Context: an optimization exercise on an open-source flow, tuned for small area and a short achievable clock period. The choices shown serve that exercise and are no tape-out recipe. Function was checked by simulation only, so behaviour that the tests miss may differ from the original. Power is estimated from default activity; no workload was simulated.

**design/flow/design.v**
```verilog
module pipe_cpu (
    input  wire        clk,
    input  wire        rst,
    output wire [31:0] imem_addr,
    input  wire [31:0] imem_rdata,
    input  wire        host_rf_we,
    input  wire [4:0]  host_rf_waddr,
    input  wire [31:0] host_rf_wdata,
    output wire        rf_we,
    output wire [4:0]  rf_waddr,
    output wire [31:0] rf_wdata,
    output wire [31:0] dmem_addr,
    output wire        dmem_re,
    output wire        dmem_we,
    output wire [31:0] dmem_wdata,
    input  wire [31:0] dmem_rdata,
    output wire [31:0] pc,
    output wire [31:0] ifid_instr,
    output wire [31:0] idex_instr,
    output wire [31:0] exmem_instr,
    output wire [31:0] memwb_instr
);
    localparam [5:0] OP_RTYPE = 6'h00;
    localparam [5:0] OP_J     = 6'h02;
    localparam [5:0] OP_BEQ   = 6'h04;
    localparam [5:0] OP_LW    = 6'h23;
    localparam [5:0] OP_SW    = 6'h2B;
    localparam [3:0] ALU_AND     = 4'h0;
    localparam [3:0] ALU_OR      = 4'h1;
    localparam [3:0] ALU_ADD     = 4'h2;
    localparam [3:0] ALU_SUB     = 4'h6;
    localparam [3:0] ALU_SLT     = 4'h7;
    localparam [3:0] ALU_NOR     = 4'hC;
    localparam [3:0] ALU_INVALID = 4'hF;
    reg [31:0] pc_q;
    reg [31:0] ifid_instr_q;
    reg [31:0] idex_next_pc;
    reg        idex_regWrite;
    reg        idex_memRead;
    reg        idex_memWrite;
    reg        idex_memToReg;
    reg [3:0]  idex_aluCtl;
    reg        idex_aluSrc;
    reg        idex_regDest;
    reg        idex_isBranch;
    reg        idex_isJump;
    reg [4:0]  idex_rsIdx;
    reg [4:0]  idex_rtIdx;
    reg [4:0]  idex_rdIdx;
    reg [31:0] idex_rsVal;
    reg [31:0] idex_rtVal;
    reg [31:0] idex_imm;
    reg [31:0] idex_instr_q;
    reg        exmem_regWrite;
    reg        exmem_memRead;
    reg        exmem_memWrite;
    reg        exmem_memToReg;
    reg [31:0] exmem_aluResult;
    reg [31:0] exmem_writeData;
    reg [4:0]  exmem_registerNum;
    reg [31:0] exmem_instr_q;
    reg        memwb_regWrite;
    reg [4:0]  memwb_registerNum;
    reg [31:0] memwb_regWrData;
    reg [31:0] memwb_instr_q;
    reg [31:0] regs [0:31];
    assign imem_addr = idex_next_pc;
    wire [31:0] if_instr = imem_rdata;
    wire [31:0] id_instr  = ifid_instr_q;
    wire [5:0]  id_opcode = id_instr[31:26];
    wire [4:0]  id_rs     = id_instr[25:21];
    wire [4:0]  id_rt     = id_instr[20:16];
    wire [4:0]  id_rd     = id_instr[15:11];
    wire [5:0]  id_funct  = id_instr[5:0];
    wire [31:0] id_imm    = {{16{id_instr[15]}}, id_instr[15:0]};
    wire [25:0] id_target = id_instr[25:0];
    reg [3:0] id_aluCtl;
    always @(*) begin
        case (id_opcode)
            OP_LW, OP_SW: id_aluCtl = ALU_ADD;
            OP_BEQ:       id_aluCtl = ALU_SUB;
            OP_RTYPE: begin
                case (id_funct)
                    6'h20:   id_aluCtl = ALU_ADD;
                    6'h22:   id_aluCtl = ALU_SUB;
                    6'h24:   id_aluCtl = ALU_AND;
                    6'h25:   id_aluCtl = ALU_OR;
                    6'h2A:   id_aluCtl = ALU_SLT;
                    default: id_aluCtl = ALU_INVALID;
                endcase
            end
            default:      id_aluCtl = ALU_INVALID;
        endcase
    end
    reg id_aluSrc, id_regDest, id_isBranch, id_isJump;
    reg id_memRead, id_memWrite, id_memToReg, id_regWrite;
    always @(*) begin
        id_aluSrc   = 1'b0;
        id_regDest  = 1'b0;
        id_isBranch = 1'b0;
        id_isJump   = 1'b0;
        id_memRead  = 1'b0;
        id_memWrite = 1'b0;
        id_memToReg = 1'b0;
        id_regWrite = 1'b0;
        case (id_opcode)
            OP_RTYPE: begin
                id_regDest  = 1'b1;
                id_regWrite = 1'b1;
            end
            OP_LW: begin
                id_aluSrc   = 1'b1;
                id_memRead  = 1'b1;
                id_memToReg = 1'b1;
                id_regWrite = 1'b1;
            end
            OP_SW: begin
                id_aluSrc   = 1'b1;
                id_memWrite = 1'b1;
            end
            OP_BEQ: id_isBranch = 1'b1;
            OP_J:   id_isJump   = 1'b1;
            default: ;
        endcase
    end
    wire [31:0] id_rsVal = (id_rs == 5'd0) ? 32'd0 :
                           (memwb_regWrite && memwb_registerNum == id_rs) ? memwb_regWrData :
                           regs[id_rs];
    wire [31:0] id_rtVal = (id_rt == 5'd0) ? 32'd0 :
                           (memwb_regWrite && memwb_registerNum == id_rt) ? memwb_regWrData :
                           regs[id_rt];
    wire [31:0] id_eqA = (exmem_regWrite && exmem_registerNum == id_rs && id_rs != 5'd0)
                         ? exmem_aluResult : id_rsVal;
    wire [31:0] id_eqB = (exmem_regWrite && exmem_registerNum == id_rt && id_rt != 5'd0)
                         ? exmem_aluResult : id_rtVal;
    wire        id_equal = (id_eqA == id_eqB);
    wire [31:0] id_pc         = idex_next_pc;
    wire [31:0] id_pcPlus4    = id_pc + 32'd4;
    wire [31:0] id_branchAddr = id_pcPlus4 + (id_imm << 2);
    wire [31:0] id_jumpAddr   = (id_pcPlus4 & 32'hF0000000) | ({6'd0, id_target} << 2);
    wire [31:0] id_np         = (id_isBranch && id_equal) ? id_branchAddr : id_pcPlus4;
    wire [31:0] id_next_pc    = id_isJump ? id_jumpAddr : id_np;
    wire [31:0] ex_opA =
        (exmem_regWrite && exmem_registerNum == idex_rsIdx && idex_rsIdx != 5'd0) ? exmem_aluResult :
        (memwb_regWrite && memwb_registerNum == idex_rsIdx && idex_rsIdx != 5'd0) ? memwb_regWrData :
        idex_rsVal;
    wire [31:0] ex_fwdB =
        (exmem_regWrite && exmem_registerNum == idex_rtIdx && idex_rtIdx != 5'd0) ? exmem_aluResult :
        (memwb_regWrite && memwb_registerNum == idex_rtIdx && idex_rtIdx != 5'd0) ? memwb_regWrData :
        idex_rtVal;
    wire [31:0] ex_opB = idex_aluSrc ? idex_imm : ex_fwdB;
    reg [31:0] ex_aluResult;
    always @(*) begin
        case (idex_aluCtl)
            ALU_AND: ex_aluResult = ex_opA & ex_opB;
            ALU_OR:  ex_aluResult = ex_opA | ex_opB;
            ALU_ADD: ex_aluResult = ex_opA + ex_opB;
            ALU_SUB: ex_aluResult = ex_opA - ex_opB;
            ALU_SLT: ex_aluResult = (ex_opA < ex_opB) ? 32'd1 : 32'd0;
            ALU_NOR: ex_aluResult = ~(ex_opA | ex_opB);
            default: ex_aluResult = 32'd0;
        endcase
    end
    wire [4:0] ex_dest = idex_regDest ? idex_rdIdx : idex_rtIdx;
    assign dmem_addr  = exmem_aluResult;
    assign dmem_re    = exmem_memRead;
    assign dmem_we    = exmem_memWrite;
    assign dmem_wdata = exmem_writeData;
    wire [31:0] mem_wbValue = exmem_memToReg ? dmem_rdata : exmem_aluResult;
    assign rf_we    = memwb_regWrite;
    assign rf_waddr = memwb_registerNum;
    assign rf_wdata = memwb_regWrData;
    always @(posedge clk) begin
        if (rst) begin
            if (host_rf_we && host_rf_waddr != 5'd0)
                regs[host_rf_waddr] <= host_rf_wdata;
        end else begin
            if (memwb_regWrite && memwb_registerNum != 5'd0)
                regs[memwb_registerNum] <= memwb_regWrData;
        end
    end
    assign pc          = pc_q;
    assign ifid_instr  = ifid_instr_q;
    assign idex_instr  = idex_instr_q;
    assign exmem_instr = exmem_instr_q;
    assign memwb_instr = memwb_instr_q;
    always @(posedge clk) begin
        if (rst) begin
            pc_q              <= 32'd0;
            ifid_instr_q      <= 32'd0;
            idex_next_pc      <= 32'd0;
            idex_regWrite     <= 1'b0;
            idex_memRead      <= 1'b0;
            idex_memWrite     <= 1'b0;
            idex_memToReg     <= 1'b0;
            idex_aluCtl       <= 4'd0;
            idex_aluSrc       <= 1'b0;
            idex_regDest      <= 1'b0;
            idex_isBranch     <= 1'b0;
            idex_isJump       <= 1'b0;
            idex_rsIdx        <= 5'd0;
            idex_rtIdx        <= 5'd0;
            idex_rdIdx        <= 5'd0;
            idex_rsVal        <= 32'd0;
            idex_rtVal        <= 32'd0;
            idex_imm          <= 32'd0;
            idex_instr_q      <= 32'd0;
            exmem_regWrite    <= 1'b0;
            exmem_memRead     <= 1'b0;
            exmem_memWrite    <= 1'b0;
            exmem_memToReg    <= 1'b0;
            exmem_aluResult   <= 32'd0;
            exmem_writeData   <= 32'd0;
            exmem_registerNum <= 5'd0;
            exmem_instr_q     <= 32'd0;
            memwb_regWrite    <= 1'b0;
            memwb_registerNum <= 5'd0;
            memwb_regWrData   <= 32'd0;
            memwb_instr_q     <= 32'd0;
        end else begin
            pc_q              <= id_next_pc;
            ifid_instr_q      <= if_instr;
            idex_next_pc      <= id_next_pc;
            idex_regWrite     <= id_regWrite;
            idex_memRead      <= id_memRead;
            idex_memWrite     <= id_memWrite;
            idex_memToReg     <= id_memToReg;
            idex_aluCtl       <= id_aluCtl;
            idex_aluSrc       <= id_aluSrc;
            idex_regDest      <= id_regDest;
            idex_isBranch     <= id_isBranch;
            idex_isJump       <= id_isJump;
            idex_rsIdx        <= id_rs;
            idex_rtIdx        <= id_rt;
            idex_rdIdx        <= id_rd;
            idex_rsVal        <= id_rsVal;
            idex_rtVal        <= id_rtVal;
            idex_imm          <= id_imm;
            idex_instr_q      <= id_instr;
            exmem_regWrite    <= idex_regWrite;
            exmem_memRead     <= idex_memRead;
            exmem_memWrite    <= idex_memWrite;
            exmem_memToReg    <= idex_memToReg;
            exmem_aluResult   <= ex_aluResult;
            exmem_writeData   <= ex_fwdB;
            exmem_registerNum <= ex_dest;
            exmem_instr_q     <= idex_instr_q;
            memwb_regWrite    <= exmem_regWrite;
            memwb_registerNum <= exmem_registerNum;
            memwb_regWrData   <= mem_wbValue;
            memwb_instr_q     <= exmem_instr_q;
        end
    end
endmodule
```
**design/flow/run.sh**
```bash
#!/bin/bash
# synth_recipe.tcl (not shown) runs the flow's synth.tcl, then flattens the netlist and writes it again
# the make line also repeats each setting of config.mk as NAME=value (left out here)
make -C /OpenROAD-flow-scripts/flow DESIGN_CONFIG=/design/flow/config.mk WORK_HOME=/design/flow/orfs CLKGATE_MAP_FILE= SYNTH_SCRIPT=/design/flow/synth_recipe.tcl finish
```
**design/flow/config.mk**
```make
export PLATFORM = sky130hd
export DESIGN_NAME = pipe_cpu
export DESIGN_NICKNAME = pipe_cpu
export VERILOG_FILES = /design/flow/design.v
export SDC_FILE = /design/flow/constraint.sdc
export NUM_CORES = 4
export LEC_CHECK = 0
export CAP_MARGIN = 20
export CORE_MARGIN = 2
export CORE_UTILIZATION = 40
export SLEW_MARGIN = 20
```
**design/flow/constraint.sdc**
```tcl
create_clock -name core_clock -period 7.0 [get_ports {clk}]
set_input_delay 1.4000 -clock core_clock [delete_from_list [all_inputs] [get_ports {clk}]]
set_output_delay 1.4000 -clock core_clock [all_outputs]
set_load 0.01 [all_outputs]
```
==> results.cfg <==
[outcome]
outcome = finished clean

[global_routing]
grt_usage = 0.294
grt_max_degree = 110
antenna_found_initial = 7
grt_pass1_vias = 47700
grt_first_pass_wirelength_um = 366000
grt_overflow = 0

[cts]
htree_num_levels = 4
cts_tree = built
cts_buffers = 150
worstSkewPairLatency_ps = 830
cts_hold_buf = 0
post_cts_resized = 0
cts_sinks = 1365
cts_buffer_depth = 3
ctsRootBufferMaster = clkbuf_16
path_clk_slew_ps = 60
post_cts_buffers = 0

[floorplan]
die_area_um2 = 176000
core_um2 = 172000
die_w_um = 420
fp.dieH_um = 420
start_util = 0.403
ioPinCount = 400
core.rowCount = 152

[critical_path]
r2r_end = exmem_aluResult[30]$_SDFF_PP0_
ff2ff_path_depth = 22
crit_path_end_kind = flip-flop
cp-endpoint = exmem_aluResult[30]$_SDFF_PP0_
r2r-start = idex_rtIdx[3]$_SDFF_PP0_
path_class = reg -> reg
worstPathArrival_ps = 7150
worstPathRequired_ps = 7730
cp-start-kind = flip-flop
rrSetupSlack_ps = 580
critical_path.startpoint = idex_rtIdx[3]$_SDFF_PP0_
crit_path_max_fanout = 27

[routing]
ant_nets = 0
via_per_inst = 6.27
wire_per_inst_um = 33.2
dr.pass1.iters = 7
vias = 49700
drtIter0Drc = 6859
drc = 0
routed_wirelength_um = 263000

[synth]
synthTopCellsByArea = edfxtp_1, mux4_2, dfxtp_1
synth_top_area_share = 0.444
synth_area_per_cell_um2 = 13.6
ys_ff_latch = 1365
syn_area_um2 = 69200
ys_types = 99
synth_top_area_cell = edfxtp_1
synth-edff-count = 1024
synthArstFlopShare = 0
ys.flop_type = edfxtp_1
yosys_warnings = 1
yosysSeqAreaShare = 0.543
synthCells = 5097

[power]
ir_drop_mv = 0.245
cellLeakagePower_nw = 27.0
power_density_nw_per_um2 = 242
power_mw = 19.6

[sta]
hold_viol = 0
timing.hold.ws_ps = 445
setup_viol = 0
period_minus_slack_ps = 6420
skew_ps = 52.7
slew_headroom = 0.177
maxSlewViolCount = 0
fin_tns_setup_ps = 0
tightest_slew_ps = 1230
max_freq_mhz = 156
layout_worst_path_cycle_share = 0.917
rsz0062_at_grt = no

[final_layout]
nFillCells = 15100
final_cells = 7931
nets = 5713
area_growth_syn_to_layout_pct = 17.1
final_layout_size_suffix_gt1_frac = 0.184

[worst_hold_path]
hp-class = reg -> reg

[run]
cap_violations = 0

[placed_design]
io_buffer_count = 395
dp.cells = 7647
hpwlAfterDp_um = 179000
gp_congestion = 0.947
-- power breakdown --
part / internal, mW / total [mW] / switching (mW)
clock: 4.64 / 8.00 / 3.36
sequential: 8.82 / 9.01 / 0.183
combinational: 1.04 / 2.58 / 1.54
total: 14.5 / 19.6 / 5.08
-- logic make-up (layout without fill, tap and decap cells) --
logic type                 Yosys count  after routing  synth area share
other                                1             46         0.0000542
muxes                              850            850             0.203
adders and majority gates          120            120            0.0220
xor gates and xnor gates           146            146            0.0185
buffers and inverters              509            988            0.0378
and+or+nand+nor                   1146           1146            0.0789
DFF                               1365           1365             0.543
AOI/OAI and AO/OA                  960            960            0.0961
-- cell usage in the layout (no fill, tap or decap), drive strengths merged, types with 25 or more instances in the layout --
cell           count
mux2              76
mux2i            337
o21ai            137
a211oi            68
edfxtp          1024
and3              38
clkbuf           186
conb              36
nor2             372
clkinv            66
clkdlybuf4s50    394
nor3              80
ha               117
a21oi            231
buf              204
nand3             64
nand4             28
xnor2            106
nand2            279
o21a              32
a31oi             28
and2              35
mux4             437
inv              120
dfxtp            341
a22o              26
o221ai            55
a21o              25
o31ai             29
nor2b            165
xor2              40
o22ai             38
a221oi            54
a22oi             48
-- worst min-delay path by stage --
stage	startpoint	endpoint	slack, ps	depth (start not counted)
3_5_place_dp	idex_memRead$_SDFF_PP0_	exmem_memToReg$_SDFF_PP0_	440	1
4_1_cts	idex_memRead$_SDFF_PP0_	exmem_memToReg$_SDFF_PP0_	450	1
6_report	idex_memRead$_SDFF_PP0_	exmem_memToReg$_SDFF_PP0_	440	1
3_3_place_gp	idex_memRead$_SDFF_PP0_	exmem_memToReg$_SDFF_PP0_	430	1
2_1_floorplan	idex_memRead$_SDFF_PP0_	exmem_memToReg$_SDFF_PP0_	410	1
5_1_grt	idex_memRead$_SDFF_PP0_	exmem_memToReg$_SDFF_PP0_	450	1
-- registers in the layout, indices dropped and copies added (netlist names), 4 cells and up --
signal / count
memwb_regWrData: 32
idex_aluCtl: 4
idex_next_pc: 30
idex_imm: 11
exmem_writeData: 32
idex_rdIdx: 4
memwb_instr_q: 32
idex_rtIdx: 4
idex_rsVal: 32
idex_rtVal: 32
exmem_aluResult: 32
idex_instr_q: 13
regs: 1024
exmem_instr_q: 32
exmem_registerNum: 5
memwb_registerNum: 5
ifid_instr_q: 32
-- cell usage after synthesis (28+ instances only) --
cell type / count
edfxtp_1: 1024
mux4_2: 435
nor2_1: 370
dfxtp_1: 341
mux2i_1: 337
nand2_1: 279
a21oi_1: 231
clkbuf_1: 169
nor2b_1: 165
o21ai_0: 130
ha_1: 117
inv_1: 114
xnor2_1: 106
buf_2: 81
nor3_1: 80
mux2_2: 76
a211oi_1: 67
buf_4: 66
nand3_1: 64
o221ai_1: 55
a221oi_1: 52
a22oi_1: 47
buf_6: 40
xor2_1: 40
and3_1: 38
o22ai_1: 38
and2_1: 33
o21a_1: 32
buf_1: 30
a31oi_1: 28
nand4_1: 28
o31ai_1: 28
-- routing by layer --
| layer | share of wire | vias up | global-route usage |
|---|---|---|---|
| met1 | 0.38 | 25300 | 0.377 |
| met2 | 0.47 | 3108 | 0.475 |
| met3 | 0.093 | 606 | 0.0539 |
| met5 | 0.000038 | - | 0 |
| met4 | 0.058 | 2 | 0.153 |
| li1 | - | 20700 | - |
-- per-stage QoR --
stage	setup WS [ps]	cell area [µm²]	utilization
after CTS	658	81000	0.472
after floorplan	1170	69300	-
after global placement	736	76100	0.443
after detailed placement	693	76100	0.443
after global routing	12.1	81000	0.472
final	580	81000	0.472
-- area by class of cell --
type | count | area, µm² | area share
antenna | 10 | 25.0 | 0.000309
clock buffer | 186 | 3980 | 0.0492
clock inverter | 88 | 918 | 0.0113
inverter | 116 | 435 | 0.00538
multi-input combinational | 3258 | 29500 | 0.364
sequential | 1365 | 37600 | 0.464
tap | 2310 | 2890 | 0.0357
timing repair buffer | 598 | 5670 | 0.0700
-- critical path, stage by stage (launching register included) --
cell and delay (ps):
dfxtp_1 470, xnor2_1 170, nand4_1 320, nor3_2 340, buf_4 470, mux2i_1 260
nor2_1 60, a21oi_1 170, o21ai_0 130, ha_1 420, or2_2 340, a221oi_1 380
o31a_1 260, o22ai_1 160, o41ai_1 600, a31oi_1 300, o21ba_2 260, o21ai_1 280
a41oi_1 210, nor4_1 350, o31a_1 190, o21ai_1 70, a21oi_1 150

-- separate check: timing with driven ports --
In the flow no input, the clock included, has a driving cell. The finished layout below was timed again as built, in two steps.
Step 1 assumes that a clkbuf_16 drives the clock port and a buf_2 every other input.
Step 2 moves the port delays by t, midway between the first and last clock arrival at a register: inputs arrive t later, outputs are due t later. That takes back most of the time a late clock gives input paths.
Three values: no drivers, after step 1, after step 2; two values: the first two.
t (ns): 0.891
setup slack, ns: 0.580 / 0.580 / 0.580
hold slack, ns: 0.445 / 0.445 / 0.445
slew at the worst register clock pin (ns): 0.07 / 0.07
worst data-port slew with drivers (ns): 0.07
After both steps setup and hold are still met in this run. For this run, drivers alone change the setup slack by 0.000 ns; drivers and shift together by 0.000 ns.
